This is an optimization exercise on Yosys and OpenROAD, whose aim is small area, not a production implementation.
The RTL was checked by simulation tests, not by an equivalence proof against the original design.
Power figures rest on the tool's default switching activity, not on a simulated workload.

## violet
==> flow/design.v (excerpt) <==
module dmd_draw (
    input  wire        clk,
    input  wire        rst,
    input  wire        cmd_valid,
    output wire        cmd_ready,
    input  wire [31:0] cmd_data,
    output wire        busy,
    output wire        ill,
    input  wire [6:0]  rd_addr,
    output wire [7:0]  rd_data
);
    localparam [3:0] S_IDLE = 4'd0;
    localparam [3:0] S_PASS = 4'd1;    
    localparam [3:0] S_WPIX = 4'd2;    
    localparam [3:0] S_T1   = 4'd3;    
    localparam [3:0] S_T2   = 4'd4;    
    localparam [3:0] S_T3   = 4'd5;    
    localparam [3:0] S_T4   = 4'd6;    
    localparam [3:0] S_LA   = 4'd7;    
    localparam [3:0] S_LB   = 4'd8;    
    localparam [3:0] S_CI   = 4'd9;    
    localparam [3:0] S_CPLT = 4'd10;   
    localparam [3:0] S_CS1  = 4'd11;   
    localparam [3:0] S_CS0  = 4'd14;   
    localparam [3:0] S_CS2  = 4'd12;   
    localparam [3:0] S_CS3  = 4'd13;   
    reg  [1023:0] ring;             
  ...
Size in the first run: ~3300 cells after synthesis, roughly 1100 flip-flops, ~53 I/O pins, ~37000 sq um of cells after synthesis.
clock: 12.0 ns
lec_check: 0
cap_margin: 20
core_margin: 2
core_utilization: 40
cts_buf_list: sky130_fd_sc_hd__clkbuf_8
cts_cluster_diameter: 100
cts_cluster_size: 14
slew_margin: 20
standard.sh (not shown) runs the stock make flow with config.mk's settings and CLKGATE_MAP_FILE= SYNTH_SCRIPT=/design/flow/synth_recipe.tcl, a recipe that flattens the netlist after the stock synthesis.
==> flow/flow/run.sh <==
#!/bin/bash
# The standard ORFS layout (standard.sh), except that synthesis maps the
# logic with an area-oriented ABC script (flow/abc_area_map.script) in place
# of ORFS's speed script.  Registers, flattening and renaming are those of
# the standard synthesis; every later step is the standard flow.
set -euo pipefail
here=$(pwd)
rm -rf "$here/scripts_abc"
cp -r "$FLOW_HOME/scripts" "$here/scripts_abc"
cp "$here/flow/abc_area_map.script" "$here/scripts_abc/abc_speed.script"
bash standard.sh SCRIPTS_DIR="$here/scripts_abc" synth > "$here/synth.log" 2>&1
bash standard.sh finish > "$here/layout.log" 2>&1
==> flow/flow/abc_area_map.script <==
strash
&get -n
&st
&dch
&nf -R 1000 -p
&put
mfs2
strash
dch -f
amap
topo
stime -c
buffer -c
dnsize -c
--- input diff violet..harbor ---
Settings: GPL_TIMING_DRIVEN newly set to 0.
### Flow results
- Clock latency reported for the late side of the worst-skew pair ends up lower on violet.
- Going from violet to harbor, worst reg2reg path depth shrinks by 6.
- violet has a lower power than harbor.
- Delta (harbor minus violet): post-route worst hold slack went up by 0.0050 ns; critical path depth went up by 11%.
What nickel does differently from harbor at the input level:
Settings: a change of CTS_CLUSTER_SIZE from 14 to 28; a change of CTS_CLUSTER_DIAMETER from 100 to 120; a change of CTS_BUF_LIST from sky130_fd_sc_hd__clkbuf_8 to sky130_fd_sc_hd__clkbuf_16; a deleted GPL_TIMING_DRIVEN that had been 0.
Notes after the runs:
Diff harbor -> nickel: peak supply drop now sits higher, final antenna diode count now sits lower.
nickel gives less total number of nets in the final design than harbor did.
Cells: nickel has fewer instances than harbor
Met2 wirelength from detailed routing in nickel vs harbor: down about 24%
Compared with harbor, nickel shows hold slack higher by 0.032 ns.
Least setup slack across all paths after layout sits higher in nickel than in harbor.
Going from harbor to nickel, number of antenna violations at the first check in global routing lower, number of H-tree levels went down 1, non-clock buffer instance count of the final layout moved down.
Input changes introduced in lagoon (baseline for comparison: nickel):
Settings: a change of CTS_CLUSTER_SIZE from 28 to 8; a change of CTS_BUF_LIST from sky130_fd_sc_hd__clkbuf_16 to sky130_fd_sc_hd__clkbuf_4; a change of CTS_CLUSTER_DIAMETER from 120 to 60.
--- outcome ---
- Looking at global-route usage across lagoon and nickel, the one that comes out higher is lagoon.
- Taking nickel as the reference point, the initial antenna violation count of lagoon rises by 2.
- Worst setup slack after layout in lagoon vs nickel: down 0.094 ns
- Comparing lagoon against nickel, there is no change at all in area after synthesis.
- In the reports for lagoon and nickel, the smaller critical path depth belongs to nickel.
- The run showing the smaller share of total power in combinational logic is lagoon.
What xenon does differently from lagoon at the input level:
Settings: a change of CORE_UTILIZATION from 40 to 65; a change of CTS_BUF_LIST from sky130_fd_sc_hd__clkbuf_4 to sky130_fd_sc_hd__clkbuf_8; an added PLACE_DENSITY of 0.75; a change of CTS_CLUSTER_SIZE from 8 to 14; a change of CTS_CLUSTER_DIAMETER from 60 to 100.
### Flow results
lagoon leaves more setup margin than xenon. Of xenon and lagoon, it is xenon that has the higher portion of total power attributed to combinational logic. Summary of the comparison: relative contribution of sequential cells to total power is higher in xenon, relative to lagoon.

## afterwards: timing with drivers on the ports
Ports are ideal in the flow. The routed layouts listed here were re-timed in OpenROAD. Step 1 sets driving cells, clkbuf_16 on the clock port and buf_2 on the other inputs (assumed; they add their load-dependent delay and slew). Step 2, shift: input delay + t, output delay - t, t = (earliest + latest rising clock arrival at the registers) / 2. This alone moves slack from input paths to output paths. Slacks: ideal / step 1 / step 2; pairs: ideal / step 1.
run	t (ns)	slack for setup (ns)	worst setup path after step 2	slew at the worst register clock pin (ns)
violet	0.781	1.458 / 1.433 / 1.433	input to output	0.11 / 0.11
harbor	0.816	1.139 / 1.078 / 1.078	input to output	0.12 / 0.12
nickel	0.719	1.447 / 1.423 / 1.423	input to output	0.12 / 0.12
lagoon	1.091	1.353 / 1.292 / 1.415	input to output	0.11 / 0.11
xenon	0.774	1.250 / 1.217 / 1.217	input to output	0.12 / 0.12
After both steps setup and hold are still met in every run listed. The setup slack of harbor, which loses most, moves by -0.061 ns with the drivers and by -0.061 ns with both steps.
